What follows belongs to an exercise in optimizing a design on an open flow for small area, a short achievable clock period and few clock cycles per item; a production flow would make more cautious choices.
RTL that was checked went through simulation tests only; none was proved equivalent to the original.
The RTL of runs 4 and 5 was laid out without a check of its function.
Power figures rest on the tool's default switching activity, not on a simulated workload.

==> design/flow/design.v <==
module crc_link (
  input  wire        clk,
  input  wire        rst,
  input  wire        cmd_valid,
  output wire        cmd_ready,
  input  wire [3:0]  cmd_code,
  input  wire [15:0] cmd_a,
  input  wire [7:0]  cmd_b,
  output reg         resp_valid,
  output reg         resp_ok,
  output reg  [15:0] resp_data,
  output wire        rx_req,
  input  wire        rx_valid,
  input  wire [7:0]  rx_data,
  input  wire        rx_end,
  output wire        tx_valid,
  output wire [7:0]  tx_data,
  input  wire        tx_ready,
  input  wire        tx_fail
);
  localparam [3:0] C_CRCCLR   = 4'h1, C_CRCSTEP = 4'h2, C_FRAMECRC = 4'h3,
                   C_ENCODE   = 4'h4, C_DECODE  = 4'h5, C_RECEIVE  = 4'h6,
                   C_TRANSMIT = 4'h7, C_LDB     = 4'h9, C_STB      = 4'hA,
                   C_RDST     = 4'hB;
  function [15:0] m16;
    input [15:0] c;
    integer i;
    begin
      m16 = c;
      for (i = 0; i < 16; i = i + 1)
        m16 = {m16[14:0], 1'b0} ^ (m16[15] ? 16'h1021 : 16'h0000);
    end
  endfunction
  reg [511:0] bv;                  
  reg [15:0]  crc;                 
  reg [6:0]   n_q;                 
  reg [6:0]   pos;                 
  reg [9:0]   rem;                 
  reg         match_q;             
  reg [1:0]   err;                 
  reg         busy, done_f, fail_f, res_ok;
  reg         rdy_q, cq_v, mode_d;
  reg         wr_okq;              
  reg [15:0]  cq_a;
  reg [7:0]   cq_b;
  reg         v_clr, v_step, v_fsent, v_fjob, v_enc, v_dec, v_rcv, v_xmt, v_ldb, v_stb, v_rdst;
  reg         rx_req_q, tx_valid_q;
  reg [7:0]   tx_cur;              
  reg [7:0]   tx_q;                
  reg         enc_pend;            
  reg         cache_v;             
  reg         s_act, xw, s_tx, s_res, s_fc;
  reg [4:0]   ra;                  
  reg         rxodd;               
  reg         s_fdone, s_z;
  reg [15:0]  tw;                  
  reg         tw_full, tw_fold;
  reg [7:0]   th;                  
  reg         got, rload, rfold;
  reg         t_last, nx_chi, nx_clo;
  reg         rxw;                 
  reg         vpend;               
  reg         rstart;              
  reg c_rop, c_rack, c_rlen, c_rpay, c_ran, c_top, c_ta1, c_trest, c_ta2, c_wait;
  assign cmd_ready = rdy_q;
  assign rx_req    = rx_req_q;
  assign tx_valid  = tx_valid_q;
  assign tx_data   = tx_q;
  wire [7:0] b0 = bv[7:0];
  wire [7:0] b1 = bv[15:8];
  wire [255:0] rd1;
  wire [127:0] rd2;
  wire [63:0]  rd3;
  wire [31:0]  rd4;
  genvar g;
  generate
    for (g = 0; g < 16; g = g + 1) begin : R1
      assign rd1[16*g +: 16] = ra[0] ? bv[32*g + 16 +: 16] : bv[32*g +: 16];
    end
    for (g = 0; g < 8; g = g + 1) begin : R2
      assign rd2[16*g +: 16] = ra[1] ? rd1[32*g + 16 +: 16] : rd1[32*g +: 16];
    end
    for (g = 0; g < 4; g = g + 1) begin : R3
      assign rd3[16*g +: 16] = ra[2] ? rd2[32*g + 16 +: 16] : rd2[32*g +: 16];
    end
    for (g = 0; g < 2; g = g + 1) begin : R4
      assign rd4[16*g +: 16] = ra[3] ? rd3[32*g + 16 +: 16] : rd3[32*g +: 16];
    end
  endgenerate
  wire [15:0] port = ra[4] ? rd4[31:16] : rd4[15:0];
  integer k;
  wire [15:0] ca = cmd_a;
  wire i_hi7z = (ca[15:7] == 9'd0);
  wire i_hi6z = i_hi7z & !ca[6];
  wire i_le64 = i_hi6z | (i_hi7z & (ca[5:0] == 6'd0));
  wire i_ge2  = |ca[15:1];
  wire i_ge4  = |ca[15:2];
  wire i_le60 = i_hi6z & ((ca[5:2] != 4'hF) | (ca[1:0] == 2'd0));
  wire i_lt6  = (ca[15:3] == 13'd0) & !(ca[2] & ca[1]);
  wire i_rdst_ok = (cmd_code == C_RDST) & i_lt6;
  wire [15:0] a = cq_a;
  wire v_any     = v_clr | v_step | v_fsent | v_fjob | v_enc | v_dec | v_rcv | v_xmt |
                   v_ldb | v_stb;
  wire acc       = v_rdst | (v_any & !busy);
  wire a_is_n    = (a[6:0] == n_q);
  wire fast      = !acc | v_dec | (v_rdst & (a[2:0] != 3'd1)) | (v_xmt & a_is_n);
  wire need_res  = enc_pend & !fast;
  wire need_fcrc = v_fjob & !busy & !(cache_v & a_is_n);
  wire go        = cq_v & !xw;
  wire exec      = go & !need_res & !need_fcrc;
  wire start_res = go & need_res;
  wire start_fc  = go & !need_res & need_fcrc;
  wire ex        = exec & acc;
  wire wr_ok     = cq_v & wr_okq;                         
  wire w_stb     = wr_ok & v_stb;
  wire w_enc     = wr_ok & v_enc;
  wire [6:0] jn      = s_fc ? a[6:0] : n_q;               
  wire [5:0] klast   = jn[6:1] - 6'd2;                    
  wire       tx_live = c_top | c_ta1 | c_trest;
  wire       fetch   = s_act & !s_fdone & (!tw_full | !tx_live);
  wire       s_fold  = s_act & tw_fold;
  wire       s_zero  = s_act & s_fdone & !tw_fold & !s_z;
  wire       s_fin   = s_act & s_z;
  wire       fc_done = s_fin & s_fc;
  wire       st_tx   = ex & v_xmt;
  wire       s_start = st_tx | start_res | start_fc;
  wire [6:0] sn      = start_res ? n_q : a[6:0];
  wire       stream_free = !s_act | s_z;
  wire eq4f   = (rx_data == 8'h4F);
  wire len_ok = (rx_data < 8'd30);
  wire r_last = (rem == 10'd1);
  wire [6:0] tdist = n_q - pos;
  wire [7:0] nb_c = pos[0] ? (nx_clo ? crc[7:0] : tw[7:0]) : (nx_chi ? crc[15:8] : th);
  wire rxm     = c_rop | c_rlen | c_rpay;
  wire rx_tk   = rxm & rx_valid;
  wire rop_tk  = c_rop & rx_valid;
  wire rlen_tk = c_rlen & rx_valid;
  wire rpay_tk = c_rpay & rx_valid;
  wire verify  = rpay_tk & r_last;
  wire        racc = c_rlen | c_rpay | c_ran;
  wire [15:0] cfin = m16(racc ? {th, tx_cur} : crc);
  wire [15:0] rfv  = cfin ^ tw;                          
  wire vmatch  = (cfin[7:0] == tw[7:0]) & (cfin[15:8] == rx_data);
  wire f_pay    = c_rpay & !rx_valid & rx_end & !got;    
  wire f_rx_pre = (c_rop & !rx_valid & rx_end) |
                  (c_rack & !tx_ready & tx_fail) |
                  (c_rlen & (rx_valid ? !len_ok : rx_end)) | f_pay;
  wire f_rx_post = c_ran & match_q & !tx_ready & tx_fail;
  wire f_bad     = c_ran & !match_q & (tx_ready | tx_fail);
  wire f_tx      = (c_top & !tx_ready & tx_fail) |
                   (c_ta1 & (rx_valid ? !eq4f : rx_end)) |
                   (c_trest & tx_fail & !(tx_ready & t_last)) |
                   (c_ta2 & (rx_valid ? !eq4f : rx_end));
  wire ok_end    = (c_ran & match_q & tx_ready) | (c_ta2 & rx_valid & eq4f);
  wire end_now   = ok_end | f_rx_pre | f_rx_post | f_bad | f_tx;
  wire n_rop   = (ex & v_rcv) | rcv_now | (c_rop & !rx_valid & !rx_end);
  wire n_rack  = rop_tk | (c_rack & !tx_ready & !tx_fail);
  wire n_rlen  = (c_rack & tx_ready) | (c_rlen & !rx_valid & !rx_end);
  wire n_rpay  = (rlen_tk & len_ok) |
                 (c_rpay & (rx_valid ? !r_last : (!rx_end | got)));
  wire n_ran   = verify | (c_ran & !tx_ready & !tx_fail);
  wire n_top   = st_tx | (c_top & !tx_ready & !tx_fail);
  wire n_ta1   = (c_top & tx_ready) | (c_ta1 & !rx_valid & !rx_end);
  wire n_trest = (c_ta1 & rx_valid & eq4f) |
                 (c_trest & (tx_ready ? (!t_last & !tx_fail) : !tx_fail));
  wire n_ta2   = (c_trest & tx_ready & t_last) | (c_ta2 & !rx_valid & !rx_end);
  wire tx_tk   = (c_top | c_trest) & tx_ready;
  wire [7:0] tx_tkb  = c_top ? th : nb_c;
  wire [7:0] tx_cn   = st_tx ? b0 : !busy_e ? 8'h4F : rload ? tw[15:8] : rfold ? rfv[7:0] :
                       tx_tk ? tx_tkb : tx_cur;
  wire [7:0] tx_qn   = st_tx ? b0 : !busy_e ? 8'h4F : verify ? (vmatch ? 8'h4F : 8'h46) :
                       c_ran ? (match_q ? 8'h4F : 8'h46) : tx_tk ? tx_tkb : tx_cur;
  wire tw_use  = c_trest & tx_ready & pos[0] & !nx_clo;    
  wire       w_emb = s_fin & !s_fc;
  wire       w_en  = rxw | w_emb | w_enc | w_stb;
  wire [4:0] w_wa  = ra;
  wire [1:0] w_be  = rxw ? {rxodd, !rxodd} : (s_act | v_enc) ? 2'b11 : {a[0], !a[0]};
  wire [15:0] w_d  = rxw ? tw : s_act ? crc :
                     v_enc ? {a[8:1] - 8'd1, cq_b} : {cq_b, cq_b};
  always @(posedge clk) begin
    for (k = 0; k < 64; k = k + 1)
      if (w_en && w_wa == k / 2 && w_be[k % 2])
        bv[8*k +: 8] <= (k % 2) ? w_d[15:8] : w_d[7:0];
  end
  wire fresh  = rdy_q & cmd_valid;
  wire busy_e = busy & !(c_wait & stream_free);          
  wire direct = fresh & (busy_e | (mode_d & (cmd_code == C_RDST)));
  wire rcv_now = fresh & !busy_e & mode_d & (cmd_code == C_RECEIVE) & !enc_pend & !xw;
  wire to_q   = fresh & !direct & !rcv_now;
  wire end_e = c_wait & stream_free;
  wire okn = (ok_end & stream_free) | (end_e & res_ok);
  wire fn  = fail_f | (end_e & !res_ok);
  wire dn  = done_f | okn;
  wire df  = dn | fn;
  wire [15:0] status = {5'd0, fn, dn, busy & !okn & !end_e, match_q, 1'b0, err, df, df, 1'b0, fn};
  wire [2:0]  rk = mode_d ? cmd_a[2:0] : a[2:0];
  reg  [15:0] rdst_val;
  always @* begin
    case (rk)
      3'd0:    rdst_val = status;
      3'd1:    rdst_val = crc;
      3'd2:    rdst_val = {9'd0, c_ran ? pos : n_q};    
      3'd3:    rdst_val = {9'd0, pos};
      3'd4:    rdst_val = {6'd0, rem};
      default: rdst_val = 16'd64;
    endcase
  end
  wire [7:0]  ldb_byte = a[0] ? port[15:8] : port[7:0];
  wire [15:0] rd_val = (mode_d | v_rdst) ? rdst_val : v_dec ? {b0, b1} : {8'd0, ldb_byte};
  wire consume  = exec | fc_done;
  wire held     = cq_v & !consume;
  wire enc_pend_n = (enc_pend & !(s_fin & s_res) & !st_tx) | w_enc;
  wire xw_n     = (xw & !s_fin) | start_res | start_fc;
  wire busy_nx  = busy_e | (ex & v_rcv) | st_tx;
  wire cache_kill = ex & (v_clr | v_step | v_enc | v_stb | v_rcv | v_xmt | v_fsent);
  wire in_xfer  = (cmd_code == C_RECEIVE) | (cmd_code == C_TRANSMIT);
  wire in_fc_miss = (cmd_code == C_FRAMECRC) &
                    !(cache_v & !cache_kill & (cmd_a[6:0] == n_q));
  always @(posedge clk) begin
    if (rdy_q) begin
      cq_a   <= cmd_a;
      cq_b   <= cmd_b;
      v_clr   <= cmd_code == C_CRCCLR;
      v_step  <= cmd_code == C_CRCSTEP;
      v_fsent <= (cmd_code == C_FRAMECRC) & i_le64 & (ca[0] | !i_ge2);
      v_fjob  <= (cmd_code == C_FRAMECRC) & i_le64 & !ca[0] & i_ge2;
      v_enc   <= (cmd_code == C_ENCODE) & !ca[0] & i_ge2 & i_le60;
      v_dec   <= cmd_code == C_DECODE;
      v_rcv   <= cmd_code == C_RECEIVE;
      v_xmt   <= (cmd_code == C_TRANSMIT) & !ca[0] & i_ge4 & i_le64;
      v_ldb   <= (cmd_code == C_LDB) & i_hi6z;
      v_stb   <= (cmd_code == C_STB) & i_hi6z;
      v_rdst  <= i_rdst_ok;
    end
    if (s_start)
      ra <= 5'd1;
    else if (s_act & !s_fin) begin
      if (fetch) ra <= ra + 5'd1;
    end else if (rxm) begin
      if (rx_valid) ra <= c_rop ? 5'd0 : pos[5:1];
    end else if (rdy_q)
      ra <= (cmd_code == C_ENCODE) ? 5'd0 : cmd_a[5:1];
    else
      ra <= v_enc ? 5'd0 : cq_a[5:1];
    if (rx_tk) rxodd <= !c_rop & pos[0];
    if (rop_tk) tw[7:0] <= rx_data;
    else if (rlen_tk) tw[15:8] <= rx_data;
    else if (rpay_tk) begin
      if (pos[0]) tw[15:8] <= rx_data; else tw[7:0] <= rx_data;
    end else if (fetch) tw <= port;
    tx_cur <= tx_cn;
    tx_q   <= rst ? 8'h00 : tx_qn;
    if (st_tx) th <= b1;
    else if (rload) th <= tw[7:0];
    else if (rfold) th <= rfv[15:8];
    else if (tw_use) th <= tw[15:8];
    resp_data <= rd_val;
    if (rst) begin
      cq_v <= 1'b0; rdy_q <= 1'b1; mode_d <= 1'b0; wr_okq <= 1'b1;
      resp_valid <= 1'b0; resp_ok <= 1'b0;
      rx_req_q <= 1'b0; tx_valid_q <= 1'b0;
      crc <= 16'd0; n_q <= 7'd0; pos <= 7'd0; rem <= 10'd0;
      match_q <= 1'b0; err <= 2'd0; busy <= 1'b0; done_f <= 1'b0; fail_f <= 1'b0;
      res_ok <= 1'b0; enc_pend <= 1'b0; cache_v <= 1'b0;
      s_act <= 1'b0; xw <= 1'b0; s_tx <= 1'b0; s_res <= 1'b0; s_fc <= 1'b0;
      s_fdone <= 1'b0; s_z <= 1'b0; tw_full <= 1'b0; tw_fold <= 1'b0;
      got <= 1'b0; rload <= 1'b0; rfold <= 1'b0; rxw <= 1'b0; vpend <= 1'b0;
      rstart <= 1'b0;
      {c_rop, c_rack, c_rlen, c_rpay, c_ran, c_top, c_ta1, c_trest, c_ta2, c_wait} <= 10'd0;
    end else begin
      cq_v   <= rdy_q ? to_q : held;
      rdy_q  <= !held & !(fresh & (xw_n | enc_pend_n | in_fc_miss | in_xfer));
      mode_d <= (ex & (v_rcv | v_xmt)) | (mode_d & !to_q);
      resp_valid <= consume | direct | rcv_now;
      resp_ok    <= (fresh & (busy_e | mode_d) & i_rdst_ok) | rcv_now | (consume & (acc | fc_done));
      rstart     <= rcv_now;
      enc_pend   <= enc_pend_n;
      wr_okq     <= !busy_nx & !xw_n & !enc_pend_n;
      xw         <= xw_n;
      c_rop <= n_rop; c_rack <= n_rack; c_rlen <= n_rlen; c_rpay <= n_rpay; c_ran <= n_ran;
      c_top <= n_top; c_ta1 <= n_ta1; c_trest <= n_trest; c_ta2 <= n_ta2;
      rx_req_q   <= n_rop | n_rlen | n_rpay | n_ta1 | n_ta2;
      tx_valid_q <= n_rack | n_ran | n_top | n_trest;
      c_wait <= end_now | (c_wait & !stream_free);
      if (end_now) res_ok <= ok_end;
      if (busy & c_wait & stream_free) begin
        busy   <= 1'b0;
        done_f <= res_ok;
        fail_f <= !res_ok;
      end
      if (rstart) begin
        err <= 2'd0; match_q <= 1'b0; pos <= 7'd0; rem <= 10'd0; n_q <= 7'd0;
      end
      if (f_rx_pre | f_rx_post) err <= 2'd1;
      if (f_tx)  err <= 2'd2;
      if (f_bad) err <= 2'd3;
      rload <= rlen_tk & len_ok;
      rxw   <= rx_tk;
      vpend <= verify;
      rfold <= rpay_tk & pos[0] & !r_last;
      if (rop_tk) pos <= 7'd1;
      if (rlen_tk) begin
        pos <= 7'd2;
        rem <= {1'b0, rx_data, 1'b0} + 10'd4;
        got <= 1'b0;
      end
      if (rpay_tk) begin
        pos <= pos + 7'd1;
        rem <= rem - 10'd1;
        got <= !rx_end;
      end else if (c_rpay & rx_end) begin
        got <= 1'b0;
      end
      if (verify) match_q <= vmatch;
      if (c_ran & match_q & tx_ready) begin
        n_q     <= pos;
        cache_v <= 1'b1;
      end
      if (tx_tk) pos <= pos + 7'd1;
      if (tw_use) tw_full <= 1'b0;
      if (st_tx) begin
        t_last <= 1'b0; nx_chi <= 1'b0; nx_clo <= 1'b0;    
      end else if (tx_tk) begin
        t_last <= nx_chi; nx_chi <= nx_clo; nx_clo <= (tdist == 7'd4);
      end
      if (s_start) begin
        s_act   <= 1'b1;
        s_tx    <= st_tx;
        s_res   <= start_res;
        s_fc    <= start_fc;
        s_fdone <= (sn[6:1] < 6'd3);
        s_z     <= 1'b0;
        tw_full <= 1'b0;
        tw_fold <= 1'b0;
      end else begin
        if (fetch) begin
          s_fdone <= ({1'b0, ra} == klast);
          tw_full <= 1'b1;
        end
        tw_fold <= fetch;
        if (s_zero) s_z <= 1'b1;
        if (s_fin) begin
          s_act <= 1'b0;
          if (!s_fc) cache_v <= 1'b1;
        end
      end
      if (vpend)
        crc <= cfin;
      else if (s_fold)
        crc <= m16(crc) ^ tw;
      else if (s_start)
        crc <= {b0, b1};
      else if (s_zero)
        crc <= cfin;
      else if (ex & v_clr)
        crc <= 16'd0;
      else if (ex & v_step)
        crc <= m16(crc) ^ a;
      else if (ex & v_fsent)
        crc <= 16'hFFFF;
      if (cache_kill | start_fc) cache_v <= 1'b0;
      if (ex & v_enc) n_q <= a[6:0] + 7'd4;
      if (ex & v_rcv) begin
        busy <= 1'b1; done_f <= 1'b0; fail_f <= 1'b0;
        err <= 2'd0; match_q <= 1'b0; pos <= 7'd0; rem <= 10'd0; n_q <= 7'd0;
      end
      if (st_tx) begin
        busy <= 1'b1; done_f <= 1'b0; fail_f <= 1'b0;
        err <= 2'd0; pos <= 7'd0; n_q <= a[6:0];
      end
      if (rcv_now) begin
        busy <= 1'b1; done_f <= 1'b0; fail_f <= 1'b0; cache_v <= 1'b0;
      end
    end
  end
endmodule
==> design/flow/flow/run.sh <==
#!/bin/bash
# Standard layout, asking the timing repair for more setup margin.
set -euo pipefail
bash standard.sh SETUP_SLACK_MARGIN=7 finish > make_finish.log 2>&1
==> design/flow/standard.sh <==
#!/bin/bash
# synth_recipe.tcl (not shown) runs the flow's synth.tcl, then flattens the netlist and writes it again
# the make line also repeats each setting of config.mk as NAME=value (left out here)
make -C /OpenROAD-flow-scripts/flow DESIGN_CONFIG=/design/flow/config.mk WORK_HOME=/design/flow/orfs CLKGATE_MAP_FILE= SYNTH_SCRIPT=/design/flow/synth_recipe.tcl "${@:-finish}"
==> design/flow/config.mk <==
export PLATFORM = sky130hd
export DESIGN_NAME = crc_link
export DESIGN_NICKNAME = crc_link
export VERILOG_FILES = /design/flow/design.v
export SDC_FILE = /design/flow/constraint.sdc
export NUM_CORES = 8
export LEC_CHECK = 0
export CAP_MARGIN = 20
export CORE_MARGIN = 2
export CORE_UTILIZATION = 60
export CTS_BUF_LIST = sky130_fd_sc_hd__clkbuf_16
export CTS_CLUSTER_DIAMETER = 100
export CTS_CLUSTER_SIZE = 20
export PLACE_DENSITY = 0.7
export SLEW_MARGIN = 20
export TNS_END_PERCENT = 100
==> design/flow/constraint.sdc <==
create_clock -name core_clock -period 10.0 [get_ports {clk}]
set_input_delay 2.0000 -clock core_clock [delete_from_list [all_inputs] [get_ports {clk}]]
set_output_delay 2.0000 -clock core_clock [all_outputs]
set_load 0.01 [all_outputs]
==> out/metrics.cfg, run 1 <==
[critical_path]
end_kind = output pin
cp.required_ns = 8.00
slowest_stage = dfxtp_4
cp-start-kind = flop
path_class = reg -> out
cpPeakStageDelay_ns = 0.38
cp_top_family = flip-flops
critPathMaxFanout = 1
cp_data_arrival_time_ns = 1.13
r2r_slack_ns = 7.00
crit_chain = buf_6
rr_startpoint = cq_a[2]
path_buf_inv = 1
crit_start = resp_data[6]

[yosys]
synth_nets = 2405
ys_warn_count = 1
yosysSeqAreaShare_pct = 61.26
ys_seq_elements = 693
synth_edf_count = 575
ys.flop_type = edfxtp_1
synth_area_per_cell_um2 = 13.69
syn-cell-area_mm2 = 0.03204
yosys.cell_types.count = 85
synthCells = 2341
synthArstFlopShare_pct = 0

[pwr]
peakVddDrop_mv = 0.1996
p_int_mw = 4.818
clockPowerShare_pct = 24.4
leakage_nw = 11.95
power_switching_mw = 2.116
swShare_pct = 30.51
power_frac_seq_pct = 48.7
p_per_area_mw_per_mm2 = 191.1
power_frac_comb_pct = 26.9

[timing]
final-setup-viol-count = 0
clock-skew-final_ns = 0.04349
max_slew_margin_pct = 40.09
min_period_over_period_pct = 31.26
period_minus_slack_ns = 3.126
max_freq_mhz = 319.9
setup_slack_ns = 6.874
rsz0062_at_grt = yes
worstMarginPinSlew_ns = 0.8975
drv_slew = 0
hold_viol = 0
setup_tns_ns = 0

[detailed_routing]
avgRoutedWirePerCell_um = 31.31
wl_um = 97750
drcViolationCount = 0
final_antenna_net_count = 0
num_vias = 21520
routed_via_density = 6.891
drt_iter0_markers = 2840
drt-pass1-iter-count = 6

[grt]
overflow = 0
grt_pass1_wl_um = 142700
grt_max_degree = 59
grt_util_all_layers_pct = 35.22
grt_pass1_vias = 20920
antenna_found_initial = 1

[layout]
layout.nets = 2483
drive_above_1_share_pct = 26.21
fillers = 3620
final_util_pct = 68.93
insertedDiodeCount = 0
syn2layout_area_growth_pct = 13.27

[floorplan]
die-width_um = 235.1
dieHeight_um = 235.1
pin_count = 72
initial_utilization_pct = 60.85
dieArea_mm2 = 0.05527
std_cell_rows = 84
core_mm2 = 0.05266

[placement]
finalWeightedCongestion = 1.016
dp_hpwl_um = 65870
port_buffers = 71
dp_slack_ns = 5.506

[run]
drv_cap = 0

[cts]
htree_levels = 2
clkSinkCount = 693
clockBufferDepth = 3
clk_pin_slew_ns = 0.10
clk_latency_ns = 0.62
cts_root_buffer = clkbuf_16
cts_hold_buf = 0
cts_tree = done
cts_made_buffers = 41

[hold_path]
hold_class = reg -> reg
min_from = tw_full

[run_status]
outcome = no timing/DRC/antenna violations

[worst paths after layout]
kind                                     end  depth (start not counted)
worst max-delay path            resp_data[6]                          1
worst min-delay path                 tw_full                          2
worst max register to register        crc[3]                          8
worst min register to register       tw_full                          2
[metrics by stage]
step | cell area, µm² | hold WS [ns] | std cells | power [mW]
final | 36290 | 0.5035 | 3122 | 6.934
after detailed placement | 33490 | 0.4832 | 2983 | 5.018
after floorplan | 32320 | 0.4549 | 2341 | 4.464
after global placement | 33490 | 0.4702 | 2983 | 5.000
after global routing | 36290 | 0.5360 | 3122 | 7.128
after CTS | 35540 | 0.5022 | 3079 | 6.799
[layer usage]
metal / global-route usage (%) / up-vias / share of wire [%]
met5: 0 / - / 0.017
met2: 56.00 / 1373 / 47
li1: - / 9095 / -
met4: 18.01 / 2 / 6.2
met3: 5.101 / 315 / 9.2
met1: 47.97 / 10730 / 38
[synth_stat cells (all sizes together), types with 18 or more instances]
| library cell | number | share of area, % |
|---|---|---|
| inv | 35 | 0.41 |
| a211oi | 36 | 0.87 |
| nor2 | 227 | 2.7 |
| nand2 | 167 | 2.0 |
| a21oi | 136 | 2.1 |
| xor2 | 38 | 1.2 |
| mux4 | 151 | 11 |
| mux2i | 70 | 2.2 |
| edfxtp | 575 | 54 |
| dfxtp | 118 | 7.4 |
| and3 | 18 | 0.35 |
| a31oi | 21 | 0.41 |
| nor2b | 18 | 0.35 |
| ha | 21 | 0.82 |
| o21ai | 114 | 1.8 |
| buf | 48 | 0.71 |
| clkbuf | 111 | 1.3 |
| nor3 | 34 | 0.53 |
| nand3 | 45 | 0.70 |
| xnor2 | 110 | 3.1 |
[power groups by stage]
stage	Sequential, mW	Clock, mW	Combinational [mW]
floorplan	3.37	0	1.10
global placement	3.45	0	1.55
detailed placement	3.45	0	1.57
CTS	3.37	1.70	1.72
global route	3.38	1.79	1.95
finish	3.38	1.69	1.87
[final cells by class]
type	instances	area (µm²)	share of cell area (%)
multi-input combinational	1455	12700	35.00
clock inverter	17	95.09	0.2620
inverter	36	138.9	0.3827
tap	688	860.8	2.372
timing repair buffer	192	1749	4.819
sequential	693	19720	54.34
clock buffer	41	1026	2.827
[cells in the final DEF (no fill, tap or decap), types with 9 or more instances in the layout]
cell type / count
nand2_2: 10
a32oi_1: 13
a22oi_1: 10
a31oi_1: 19
nand2_1: 156
o21ai_1: 13
buf_2: 16
clkbuf_16: 41
nor2_2: 55
dfxtp_1: 73
nor2_1: 168
mux2i_1: 58
o21ai_0: 79
nor4_1: 9
and3_1: 16
a21oi_2: 13
a211oi_1: 30
buf_4: 104
nor3_1: 27
clkdlybuf4s50_1: 10
nand4_1: 15
mux4_2: 151
a21oi_1: 122
o21a_1: 9
edfxtp_1: 575
xor2_1: 26
nor2b_1: 15
and2_1: 14
dfxtp_2: 30
o221ai_1: 9
inv_1: 41
buf_12: 10
nand3_1: 42
ha_1: 21
o21ai_2: 18
buf_6: 34
nand2b_1: 11
o211ai_1: 12
dfxtp_4: 15
xnor2_1: 98
[cell families (layout without fill, tap and decap cells)]
group / Yosys count / after routing / share of synthesized area, %
mux: 226 / 226 / 13.04
fa+ha+maj: 21 / 21 / 0.8200
compound gates: 447 / 448 / 8.860
flops: 693 / 693 / 61.26
simple gates: 599 / 600 / 8.442
xor+xnor: 160 / 160 / 5.135
buf+inv: 195 / 286 / 2.444
[flip-flops by register name, summed over array words and instances, names as in the netlist, 2 cells and up]
name	flops
pos	7
cq_a	16
th	8
crc	16
tx_q	8
tw	16
ra	5
n_q	7
tx_cur	8
bv	512
err	2
resp_data	16
rem	10
cq_b	8
[timing repair]
item / CTS / global route
gates resized for setup: 423 / 127
endpoints found under the setup margin: 731 / 365
gates cloned: 2 / 2
pin swaps: 29 / 43
hold endpoints to repair: 0 / 0
setup buffers: 36 / 41
Testbench counts, summed over its fixed seeds: cycles 19,184, frames 256.
==> inputs of run 2 (changes only) <==
--- a/design/flow/config.mk
+++ b/design/flow/config.mk
@@ -7,3 +7,3 @@
 export LEC_CHECK = 0
-export CAP_MARGIN = 20
+export CAP_MARGIN = 10
 export CORE_MARGIN = 2
@@ -14,3 +14,3 @@
 export PLACE_DENSITY = 0.7
-export SLEW_MARGIN = 20
+export SLEW_MARGIN = 10
 export TNS_END_PERCENT = 100
==> out/metrics.cfg, run 2 <==
[detailed_routing]
drt-pass1-iter-count = 6
wl_um = 97750
avgRoutedWirePerCell_um = 31.31
num_vias = 21520
drcViolationCount = 0
highest_layer = met5
route.met3.wl_um = 8948
wl_met1_um = 36880
final_antenna_net_count = 0
wl_met2_um = 45840
routed_via_density = 6.891
drt_iter0_markers = 2840

[yosys]
syn-cell-area_mm2 = 0.03204
synth_top_cell_by_area = edfxtp_1
synth_area_per_cell_um2 = 13.69
synthCells = 2341
synthTopCellsByCount = 575 x edfxtp_1, 227 x nor2_1, 167 x nand2_1
synth_area_leaders = edfxtp_1 54%, mux4_2 11%, dfxtp_1 7.4%, xnor2_1 2.9%, nor2_1 2.7%
ys_warn_count = 1
synth.most_common_cell = edfxtp_1
synth_edf_count = 575
yosysSeqAreaShare_pct = 61.26
synth_nets = 2405
yosys.cell_types.count = 85
ys_seq_elements = 693
ys.flop_type = edfxtp_1
synthArstFlopShare_pct = 0
yosysTopAreaCellShare_pct = 53.89

[timing]
min_period_over_period_pct = 31.26
clock-skew-final_ns = 0.04349
hold_viol = 0
max_slew_margin_pct = 40.09
period_minus_slack_ns = 3.126
drv_slew = 0
hold_ws_ns = 0.5035
setup_tns_ns = 0
final-setup-viol-count = 0
worstMarginPinSlew_ns = 0.8975
max_freq_mhz = 319.9
rsz0062_at_grt = yes

[critical_path]
slowest_stage = dfxtp_4
critPathMaxFanout = 1
end_kind = output pin
cp.required_ns = 8.00
path_buf_inv = 1
path_class = reg -> out
cp_top_family = flip-flops
crit_chain = buf_6
cp-start-kind = flop
cp_data_arrival_time_ns = 1.13
cpPeakStageDelay_ns = 0.38

[layout]
drive_above_1_share_pct = 26.21
largest_reg_flops = 512
fillers = 3620
top_register = bv
stdcell_area_mm2 = 0.03629
syn2layout_area_growth_pct = 13.27
layout.nets = 2483
layout_common_cells = 575 x edfxtp_1, 168 x nor2_1, 156 x nand2_1
final_common_cell = edfxtp_1
insertedDiodeCount = 0
final_util_pct = 68.93

[cts]
clockBufferDepth = 3
cts_tree = done
htree_levels = 2
clkSinkCount = 693
cts_made_buffers = 41
cts_root_buffer = clkbuf_16
clk_pin_slew_ns = 0.10
clk_latency_ns = 0.62

[grt]
grt_util_all_layers_pct = 35.22
antenna_found_initial = 1
overflow = 0
grt_max_degree = 59
grt_pass1_vias = 20920
grt_pass1_wl_um = 142700

[pwr]
peakVddDrop_mv = 0.1996
power_frac_comb_pct = 26.9
p_int_mw = 4.818
swShare_pct = 30.51
p_per_area_mw_per_mm2 = 191.1
totalPowerFinal_mw = 6.934
clockPowerShare_pct = 24.4
power_frac_seq_pct = 48.7
leakage_nw = 11.95
power_switching_mw = 2.116

[hold_path]
hold_class = reg -> reg

[floorplan]
pin_count = 72
dieArea_mm2 = 0.05527
core_mm2 = 0.05266
dieHeight_um = 235.1
initial_utilization_pct = 60.85
die-width_um = 235.1
std_cell_rows = 84

[placement]
dp_hpwl_um = 65870
place_area_mm2 = 0.03349
finalWeightedCongestion = 1.016
port_buffers = 71

[run_status]
outcome = no timing/DRC/antenna violations

[run]
drv_cap = 0

## run 2: cell counts after synthesis
No cell type changed its count.
## run 2: cell families after synthesis
kind of cell	Yosys count	synth area share [%]
buffers and inverters	195	2.444
adders and majority gates	21	0.8200
xor gates and xnor gates	160	5.135
and+or+nand+nor	599	8.442
AOI/OAI and AO/OA	447	8.860
DFF	693	61.26
muxes	226	13.04
## run 2: area by class of cell
class	count	area, µm²	area share (%)
Clock buffer	41	1026	2.827
Clock inverter	17	95.09	0.2620
Inverter	36	138.9	0.3827
Multi-Input combinational cell	1455	12700	35.00
Sequential cell	693	19720	54.34
Tap cell	688	860.8	2.372
Timing Repair Buffer	192	1749	4.819
## run 2: timing repair
action,4_1_cts,5_1_grt
pin swaps,29,43
hold buffers,0,0
resized for setup,423,127
buffers inserted,36,41
endpoints found under the setup margin,731,365
gates cloned,2,2
## run 2: through the flow
step | worst slack, ns | instances
2_1_floorplan | 6.473 | 2341
3_3_place_gp | 5.536 | 2983
3_5_place_dp | 5.506 | 2983
4_1_cts | 6.873 | 3079
5_1_grt | 6.746 | 3122
6_report | 6.874 | 3122
## run 2: worst paths after layout
kind / from / end / slack, ns / cells past startpoint
hold / removal: tw_full / tw_full / 0.50 / 2
hold reg to reg: tw_full / tw_full / 0.50 / 2
setup / recovery: resp_data[6] / resp_data[6] / 6.87 / 1
setup reg to reg: cq_a[2] / crc[3] / 7.00 / 8
## run 2: power groups by stage
stage	Clock (mW)	Sequential [mW]	Combinational [mW]
finish	1.69	3.38	1.87
global route	1.79	3.38	1.95
CTS	1.70	3.37	1.72
detailed placement	0	3.45	1.57
global placement	0	3.45	1.55
floorplan	0	3.37	1.10
## run 2: routing by layer
metal	track usage, %	vias to the layer above
met5	0	-
met4	18.01	2
met3	5.101	315
met2	56.00	1373
met1	47.97	10730
li1	-	9095
==> inputs of run 3 (changes only) <==
--- a/design/flow/config.mk
+++ b/design/flow/config.mk
@@ -7,3 +7,3 @@
 export LEC_CHECK = 0
-export CAP_MARGIN = 10
+export CAP_MARGIN = 5
 export CORE_MARGIN = 2
@@ -14,3 +14,3 @@
 export PLACE_DENSITY = 0.7
-export SLEW_MARGIN = 10
+export SLEW_MARGIN = 5
 export TNS_END_PERCENT = 100
==> out/metrics.cfg, run 3 <==
[grt]
grt_max_degree = 59
grt_util_all_layers_pct = 35.22
overflow = 0
antenna_found_initial = 1
grt_pass1_wl_um = 142700
grt_pass1_vias = 20920

[layout]
layout.nets = 2483
syn2layout_area_growth_pct = 13.25
final_util_pct = 68.91
largest_reg_flops = 512
regArea_mm2 = 0.01972
top_register = bv
final_common_cell = edfxtp_1
drive_above_1_share_pct = 26.21
insertedDiodeCount = 0
fillers = 3622
multi_input_area_mm2 = 0.01269
layout_common_cells = 575 x edfxtp_1, 168 x nor2_1, 156 x nand2_1

[timing]
final-setup-viol-count = 0
max_slew_margin_pct = 19.26
min_period_over_period_pct = 31.27
clock-skew-final_ns = 0.04519
period_minus_slack_ns = 3.127
hold_ws_ns = 0.5035
worstMarginPinSlew_ns = 1.211
hold_viol = 0
rsz0062_at_grt = yes
setup_tns_ns = 0
max_freq_mhz = 319.8
drv_slew = 0

[pwr]
peakVddDrop_mv = 0.1996
p_per_area_mw_per_mm2 = 191.1
leakage_nw = 11.95

[yosys]
ys_warn_count = 1
yosysSeqAreaShare_pct = 61.26
synth.most_common_cell = edfxtp_1
synthCells = 2341
ys.flop_type = edfxtp_1
synth_area_per_cell_um2 = 13.69
synth_nets = 2405
synth_top_cell_by_area = edfxtp_1
yosys.cell_types.count = 85
synthArstFlopShare_pct = 0
yosysTopAreaCellShare_pct = 53.89
syn-cell-area_mm2 = 0.03204
ys_seq_elements = 693
synth_area_leaders = edfxtp_1 54%, mux4_2 11%, dfxtp_1 7.4%, xnor2_1 2.9%, nor2_1 2.7%
synth_edf_count = 575
synthTopCellsByCount = 575 x edfxtp_1, 227 x nor2_1, 167 x nand2_1

[detailed_routing]
avgRoutedWirePerCell_um = 31.29
final_antenna_net_count = 0
drt-pass1-iter-count = 6
routed_via_density = 6.883
num_vias = 21490
drcViolationCount = 0
drt_iter0_markers = 2841
wl_um = 97690

[hold_path]
hold_class = reg -> reg
hold_depth = 2

[cts]
cts_hold_buf = 0
clk_pin_slew_ns = 0.10
cts_made_buffers = 41
cts_tree = done
clkSinkCount = 693
clockBufferDepth = 3
clk_latency_ns = 0.62
cts_root_buffer = clkbuf_16
htree_levels = 2

[critical_path]
path_class = reg -> out
cp-start-kind = flop
cpPeakStageDelay_ns = 0.38
cp_top_family = flip-flops
path_buf_inv = 1
rr_worst_depth = 5
cp.required_ns = 8.00
end_kind = output pin
critPathMaxFanout = 1
crit_cells = 1
crit_chain = buf_6
slowest_stage = dfxtp_4
cp_data_arrival_time_ns = 1.13

[floorplan]
core_mm2 = 0.05266
pin_count = 72
dieArea_mm2 = 0.05527
initial_utilization_pct = 60.85
die-width_um = 235.1
std_cell_rows = 84
dieHeight_um = 235.1

[placement]
finalWeightedCongestion = 1.016
port_buffers = 71
dp_hpwl_um = 65870

[run_status]
outcome = no timing/DRC/antenna violations

[run]
drv_cap = 0

[run 3: cell counts after synthesis]
Identical to the previous run, type by type.
[run 3: cells by family (layout without fill, tap and decap cells)]
logic type | after synthesis | after routing | share of synthesized area, %
flip-flops | 693 | 693 | 61.26
AO/OA/AOI/OAI | 447 | 448 | 8.860
buffers and inverters | 195 | 286 | 2.444
XOR/XNOR | 160 | 160 | 5.135
multiplexers | 226 | 226 | 13.04
AND/OR/NAND/NOR | 599 | 600 | 8.442
adder cells (fa/ha/maj) | 21 | 21 | 0.8200
[run 3: metal layers]
metal / GRT usage, % / up-vias / share of wire [%]
met5: 0 / - / 0.017
met4: 18.01 / 2 / 6.3
met1: 47.97 / 10710 / 38
met3: 5.101 / 318 / 9.3
li1: - / 9094 / -
met2: 56.00 / 1361 / 47
[run 3: final cells by class]
cell class / count / share of cell area (%)
flip-flops and latches: 693 / 54.35
multi-input cells: 1455 / 34.98
repair buffers: 192 / 4.820
clock buffers: 41 / 2.827
well taps: 688 / 2.372
inverters: 36 / 0.3827
clock inverters: 17 / 0.2621
[run 3: power breakdown]
group,leakage [nW],internal (mW),switching [mW]
combinational,5.13,0.804,1.06
clock,0.594,0.749,0.942
sequential,6.22,3.26,0.114
[run 3: final timing paths]
check          startpoint            to  slack [ns]
max          resp_data[6]  resp_data[6]        6.87
min               tw_full       tw_full        0.50
max reg2reg         s_act       bv[411]        6.98
min reg2reg       tw_full       tw_full        0.50
[run 3: metrics by stage]
stage,power (mW),instances,setup slack (ns),instance area (µm²)
3_5_place_dp,5.018,2983,5.506,33490
5_1_grt,7.128,3122,6.747,36290
2_1_floorplan,4.464,2341,6.473,32320
3_3_place_gp,5.000,2983,5.536,33490
6_report,6.934,3122,6.873,36290
4_1_cts,6.799,3079,6.873,35540
[run 3: timing repair]
item	CTS	global route
pin swaps	29	43
setup buffers	36	41
setup endpoints to repair	731	365
gates cloned	2	2
resized for setup	423	127
==> inputs of run 4 (changes only) <==
--- a/design/flow/design.v
+++ b/design/flow/design.v
@@ -70,22 +70,9 @@
   wire [7:0] b1 = bv[15:8];
-  wire [255:0] rd1;
-  wire [127:0] rd2;
-  wire [63:0]  rd3;
-  wire [31:0]  rd4;
-  genvar g;
-  generate
-    for (g = 0; g < 16; g = g + 1) begin : R1
-      assign rd1[16*g +: 16] = ra[0] ? bv[32*g + 16 +: 16] : bv[32*g +: 16];
-    end
-    for (g = 0; g < 8; g = g + 1) begin : R2
-      assign rd2[16*g +: 16] = ra[1] ? rd1[32*g + 16 +: 16] : rd1[32*g +: 16];
-    end
-    for (g = 0; g < 4; g = g + 1) begin : R3
-      assign rd3[16*g +: 16] = ra[2] ? rd2[32*g + 16 +: 16] : rd2[32*g +: 16];
-    end
-    for (g = 0; g < 2; g = g + 1) begin : R4
-      assign rd4[16*g +: 16] = ra[3] ? rd3[32*g + 16 +: 16] : rd3[32*g +: 16];
-    end
-  endgenerate
-  wire [15:0] port = ra[4] ? rd4[31:16] : rd4[15:0];
+  reg  [15:0] port;
+  integer j;
+  always @* begin
+    port = 16'h0000;
+    for (j = 0; j < 32; j = j + 1)
+      port = port | (bv[16*j +: 16] & {16{ra == j}});
+  end
   integer k;
--- a/design/flow/config.mk
+++ b/design/flow/config.mk
@@ -7,3 +7,3 @@
 export LEC_CHECK = 0
-export CAP_MARGIN = 5
+export CAP_MARGIN = 20
 export CORE_MARGIN = 2
@@ -14,3 +14,3 @@
 export PLACE_DENSITY = 0.7
-export SLEW_MARGIN = 5
+export SLEW_MARGIN = 20
 export TNS_END_PERCENT = 100
==> out/metrics.cfg, run 4 <==
[yosys]
synthCells = 2545
synth_edf_count = 575
synthArstFlopShare_pct = 0
synth_top_cell_by_area = edfxtp_1
ys_seq_elements = 693
synth.most_common_cell = edfxtp_1
syn-cell-area_mm2 = 0.03154
ys_warn_count = 1
synth_area_leaders = edfxtp_1 55%, dfxtp_1 7.5%, a22oi_1 3.4%, xnor2_1 2.7%, nor2_1 2.4%
yosys.cell_types.count = 86
ys.flop_type = edfxtp_1
synthTopCellsByCount = 575 x edfxtp_1, 205 x nor2_1, 157 x clkbuf_1, 157 x nand2_1, 141 x a22oi_1
yosysTopAreaCellShare_pct = 54.74
yosysSeqAreaShare_pct = 62.23
synth_area_per_cell_um2 = 12.39
synth_nets = 2609

[pwr]
p_per_area_mw_per_mm2 = 186.6
swShare_pct = 31.99
clockPowerShare_pct = 24.6
power_frac_seq_pct = 48.7
leakage_nw = 12.39
peakVddDrop_mv = 0.2098
power_switching_mw = 2.214
p_int_mw = 4.705
power_frac_comb_pct = 26.7

[layout]
largest_reg_flops = 512
top_register = bv
insertedDiodeCount = 0
regArea_mm2 = 0.01969
syn2layout_area_growth_pct = 17.58
drive_above_1_share_pct = 23.62
layout.nets = 2733
layout_common_cells = 575 x edfxtp_1, 173 x buf_4, 150 x nor2_1
final_common_cell = edfxtp_1
fillers = 3582
multi_input_area_mm2 = 0.01265
final_util_pct = 71.00

[critical_path]
cp_data_arrival_time_ns = 3.62
cp.required_ns = 10.44
rr_worst_depth = 10
r2r_slack_ns = 6.91
cp-start-kind = input port
end_kind = flop
worst_r2r_endpoint = tw[14]
path_class = in -> reg
critPathMaxFanout = 5
rr_startpoint = ra[1]

[floorplan]
pin_count = 72
dieArea_mm2 = 0.05442
std_cell_rows = 84
core_mm2 = 0.05224
die-width_um = 233.3
initial_utilization_pct = 60.38
dieHeight_um = 233.3

[timing]
setup_tns_ns = 0
clock-skew-final_ns = 0.03700
max_slew_margin_pct = 23.55
final-setup-viol-count = 0
min_period_over_period_pct = 31.73
period_minus_slack_ns = 3.173
rsz0062_at_grt = yes
drv_slew = 0
hold_viol = 0
worstMarginPinSlew_ns = 1.144
hold_ws_ns = 0.4965
max_freq_mhz = 315.1

[grt]
grt_pass1_wl_um = 166900
grt_pass1_vias = 23270
grt_max_degree = 57
grt_util_all_layers_pct = 43.53
antenna_found_initial = 2
overflow = 0

[cts]
cts_hold_buf = 0
clk_latency_ns = 0.61
cts_made_buffers = 41
htree_levels = 2
cts_tree = done
clockBufferDepth = 3
clkSinkCount = 693
clk_pin_slew_ns = 0.09
cts_root_buffer = clkbuf_16

[placement]
dp_hpwl_um = 77850
finalWeightedCongestion = 1.016
port_buffers = 71

[hold_path]
hold_depth = 2
whs_endpoint = tw_full
hold_class = reg -> reg
min_from = tw_full

[detailed_routing]
num_vias = 24950
wl_um = 120300
final_antenna_net_count = 0
drcViolationCount = 0
routed_via_density = 7.398
drt_iter0_markers = 4478
avgRoutedWirePerCell_um = 35.68
drt-pass1-iter-count = 9

[run]
drv_cap = 0

[run_status]
outcome = no timing/DRC/antenna violations

## run 4: cell count changes after synthesis, sizes merged, moves of 21 or more
cell and delta:
mux4 -151, a22oi +131, a221oi +49, clkbuf +46, a22o +38, nand4 +29
a222oi +22, nor2 -21
## run 4: stage by stage
stage	instances	cell area (µm²)	total power, mW	setup WS, ns
4_1_cts	3312	35880	6.671	6.703
3_3_place_gp	3182	33450	4.869	5.503
5_1_grt	3372	37090	7.043	6.840
3_5_place_dp	3184	33480	4.883	5.352
2_1_floorplan	2545	31970	4.245	6.416
6_report	3372	37090	6.919	6.827
## run 4: layer usage
| metal | up-vias | track usage, % | wire, µm |
|---|---|---|---|
| met5 | - | 0 | 8 |
| met4 | 2 | 28.24 | 10570 |
| met3 | 567 | 11.44 | 16080 |
| met2 | 2172 | 66.29 | 52680 |
| met1 | 12080 | 55.37 | 40980 |
| li1 | 10120 | - | - |
## run 4: power groups by stage
stage | clock [mW] | combinational, mW | sequential (mW)
6_report | 1.70 | 1.85 | 3.37
5_1_grt | 1.79 | 1.89 | 3.37
4_1_cts | 1.69 | 1.62 | 3.36
3_5_place_dp | 0 | 1.45 | 3.44
3_3_place_gp | 0 | 1.43 | 3.44
2_1_floorplan | 0 | 0.878 | 3.37
## run 4: kinds of logic after synthesis
logic type      count (synthesis)  share of synthesized area, %
compound gates                697                         15.84
flops                         693                         62.23
simple gates                  660                         10.50
buf+inv                       244                         3.031
xor+xnor                      162                         5.328
mux                            68                         2.233
fa+ha+maj                      21                        0.8331
## run 4: worst max-delay path, cell delays in order
cell and delay (ns):
buf_4 0.14, or3_4 0.38, nor3_4 0.14, nand2b_1 0.09, a211o_1 0.32, or3_4 0.37
a211oi_2 0.18
## run 4: how the worst max path moves through the flow
stage | startpoint | endpoint
floorplan | cmd_a[4] | v_fjob
global placement | rx_valid | res_ok
CTS | rdy_q | cmd_ready
detailed placement | cmd_a[12] | resp_ok
global route | rdy_q | cmd_ready
finish | cmd_a[4] | v_fjob
## run 4: final cells by class
type                            count  share of cell area, %
Clock buffer                       41                  2.767
Timing Repair Buffer              282                  6.997
Multi-Input combinational cell   1610                  34.11
Clock inverter                     17                 0.2665
Sequential cell                   693                  53.10
Inverter                           41                 0.4420
Tap cell                          688                  2.321
## run 4: timing repair
item	CTS	global route
setup buffers	68	58
gates cloned	2	2
pin swaps	49	61
endpoints found under the hold margin	0	0
endpoints found under the setup margin	656	541
gates resized for setup	453	170
==> inputs of run 5 (changes only) <==
--- a/design/flow/design.v
+++ b/design/flow/design.v
@@ -70,3 +70,5 @@
   wire [7:0] b1 = bv[15:8];
+  wire [7:0]  grp = 8'd1 << ra[4:2];
   reg  [15:0] port;
+  reg  [15:0] gw;
   integer j;
@@ -74,4 +76,11 @@
     port = 16'h0000;
-    for (j = 0; j < 32; j = j + 1)
-      port = port | (bv[16*j +: 16] & {16{ra == j}});
+    for (j = 0; j < 8; j = j + 1) begin
+      case (ra[1:0])
+        2'd0:    gw = bv[64*j      +: 16];
+        2'd1:    gw = bv[64*j + 16 +: 16];
+        2'd2:    gw = bv[64*j + 32 +: 16];
+        default: gw = bv[64*j + 48 +: 16];
+      endcase
+      port = port | (gw & {16{grp[j]}});
+    end
   end
==> out/metrics.cfg, run 5 <==
[run_status]
outcome = no timing/DRC/antenna violations

[grt]
antenna_found_initial = 1
grt_util_all_layers_pct = 40.30
grt_pass1_vias = 22730
grt_pass1_wl_um = 156200
grt_max_degree = 67
overflow = 0

[yosys]
synth_area_per_cell_um2 = 12.34
synth_adder_area_share_pct = 0.8425
synth_top_cell_by_area = edfxtp_1
synth_xor_area_share_pct = 5.312
synth.most_common_cell = edfxtp_1
synth_nets = 2592
synth_top_family_by_area = compound AO/OA/AOI/OAI gates
yosysTopAreaCellShare_pct = 55.36
ys_seq_elements = 693
yosys.cell_types.count = 84
synthMuxAreaShare_pct = 2.768
yosysSeqAreaShare_pct = 62.94
synth_compound_area_share_pct = 16.25
syn-cell-area_mm2 = 0.03119
synth_area_leaders = edfxtp_1 55%, dfxtp_1 7.6%, a222oi_1 4.2%, nor2_1 3.0%, xnor2_1 2.9%
synth-simple-area-share_pct = 8.870
synthTopCellsByCount = 575 x edfxtp_1, 253 x nor2_1, 173 x a21oi_1
ys.flop_type = edfxtp_1
ys_warn_count = 1
synth_edf_count = 575
synthArstFlopShare_pct = 0
synthCells = 2528

[floorplan]
dieArea_mm2 = 0.05382
die-width_um = 232.0
core_mm2 = 0.05130
pin_count = 72
std_cell_rows = 83
initial_utilization_pct = 60.79
dieHeight_um = 232.0

[cts]
cts_hold_buf = 0
clk_pin_slew_ns = 0.10
cts_made_buffers = 41
htree_levels = 2
cts_root_buffer = clkbuf_16
cts_tree = done
clockBufferDepth = 3
clkSinkCount = 693
clk_latency_ns = 0.61

[detailed_routing]
final_antenna_net_count = 0
drt_iter0_markers = 4066
drcViolationCount = 0
wl_um = 110000
routed_via_density = 7.238
num_vias = 24130
drt-pass1-iter-count = 7
avgRoutedWirePerCell_um = 33.00

[timing]
min_period_over_period_pct = 32.16
period_minus_slack_ns = 3.216
rsz0062_at_grt = yes
max_slew_margin_pct = 23.48
drv_slew = 0
max_freq_mhz = 310.9
final-setup-viol-count = 0
worstMarginPinSlew_ns = 1.133
hold_viol = 0
clock-skew-final_ns = 0.04157
setup_tns_ns = 0

[layout]
fillers = 3458
syn2layout_area_growth_pct = 18.15
final_common_cell = edfxtp_1
stdcell_area_mm2 = 0.03685
drive_above_1_share_pct = 22.58
layout.nets = 2702
final_util_pct = 71.82
largest_reg_flops = 512
layout_common_cells = 575 x edfxtp_1, 172 x nor2_1, 157 x a21oi_1
top_register = bv

[critical_path]
cp.required_ns = 10.50
end_kind = flop
critPathMaxFanout = 5
path_class = reg -> reg
cp_data_arrival_time_ns = 3.71
cp-start-kind = flop

[placement]
finalWeightedCongestion = 1.017
port_buffers = 71
dp_hpwl_um = 69380
place_area_mm2 = 0.03272

[pwr]
p_per_area_mw_per_mm2 = 199.9
leakage_nw = 12.21
totalPowerFinal_mw = 7.366
peakVddDrop_mv = 0.2802

[hold_path]
hold_class = reg -> reg

[run]
drv_cap = 0

[run 5: cell types whose count changed after synthesis, moves of 13 or more]
cell,change
o21ai_0,+18
a21oi_1,+48
a22oi_1,-72
nand4_1,-25
a22o_1,-34
a221oi_1,-48
buf_2,-13
a222oi_1,+103
nor2_1,+48
o22ai_1,+37
nand3_1,-20
[run 5: cell families (layout without fill, tap and decap cells)]
family,Yosys count,after routing
other,0,1
buffers and inverters,244,369
adders and majority gates,21,21
muxes,78,78
and+or+nand+nor,608,608
DFF,693,693
xor gates and xnor gates,166,166
AOI/OAI and AO/OA,718,718
[run 5: worst max-delay path: stages (launching register included)]
cell and delay, ns:
dfxtp_4 0.39, inv_4 0.05, ha_4 0.21, buf_16 0.15
buf_12 0.13, buf_16 0.14, a222oi_1 0.37, o22ai_1 0.21
or4_4 0.54, a221o_2 0.46, nor2_2 0.12, a211oi_2 0.04
a221o_1 0.27
[run 5: report_power, final]
group | total [mW] | internal (mW) | switching, mW
clock | 1.70 | 0.750 | 0.951
sequential | 3.38 | 3.27 | 0.110
combinational | 2.29 | 0.897 | 1.39
[run 5: timing repair]
item | 4_1_cts | 5_1_grt
pin swaps | 46 | 69
cloned | 15 | 2
setup endpoints to repair | 711 | 629
resized for setup | 521 | 159
buffers inserted | 62 | 58
[run 5: cell type report]
| class | instances | area, µm² | share of cell area (%) |
|---|---|---|---|
| Clock inverter | 17 | 95.09 | 0.2581 |
| Sequential cell | 693 | 19700 | 53.47 |
| Antenna cell | 1 | 2.502 | 0.006791 |
| Tap cell | 680 | 850.8 | 2.309 |
| Inverter | 54 | 220.2 | 0.5976 |
| Clock buffer | 41 | 1026 | 2.784 |
| Multi-Input combinational cell | 1591 | 12190 | 33.08 |
| Timing Repair Buffer | 257 | 2761 | 7.494 |
[run 5: final timing paths]
check	startpoint	end	slack (ns)	cells past startpoint
min	s_res	s_res	0.46	2
max	ra[1]	resp_data[5]	6.78	12
max reg2reg	ra[1]	resp_data[5]	6.78	12
min reg2reg	s_res	s_res	0.46	2
[run 5: layer usage]
metal  routed length [µm]  part of all wire, %  track usage (%)  vias up
li1                     -                    -                -    10040
met1                38380                   35            52.24    11700
met2                50480                   46            63.52     1967
met3                13150                   12            7.932      428
met4                 8022                  7.3            23.76        0
met5                    0                    0                0        -
[run 5: stage by stage]
stage	hold WS, ns	worst slack [ns]	instances
floorplan	0.4369	6.491	2528
global placement	0.4442	5.496	3138
detailed placement	0.4515	5.435	3138
CTS	0.4643	6.697	3273
global route	0.5033	6.767	3333
finish	0.4636	6.784	3334

afterwards: timing with drivers on the ports:
Ports are ideal in the flow. The routed layouts listed here were re-timed in OpenROAD. Step 1 assumes that a clkbuf_16 drives the clock port and a buf_2 every other input. Step 2 also shifts input and output timing later by t, the mid clock arrival at the registers, as if the neighbouring blocks saw the same clock. Slacks: no drivers / after step 1 / after step 2; pairs: no drivers / after step 1.
| run | t, ns | setup slack, ns | hold slack, ns |
|---|---|---|---|
| run 1 | 0.659 | 6.874 / 6.814 / 6.328 | 0.503 / 0.503 / 0.503 |
| run 2 | 0.659 | 6.874 / 6.814 / 6.328 | 0.503 / 0.503 / 0.503 |
| run 3 | 0.659 | 6.873 / 6.812 / 6.325 | 0.503 / 0.503 / 0.503 |
| run 4 | 0.657 | 6.827 / 6.776 / 6.200 | 0.497 / 0.497 / 0.497 |
| run 5 | 0.657 | 6.784 / 6.746 / 6.254 | 0.464 / 0.464 / 0.464 |
After both steps every run listed still meets setup and hold. The setup slack of run 4, which loses most, moves by -0.051 ns with the drivers and by -0.627 ns with both steps.
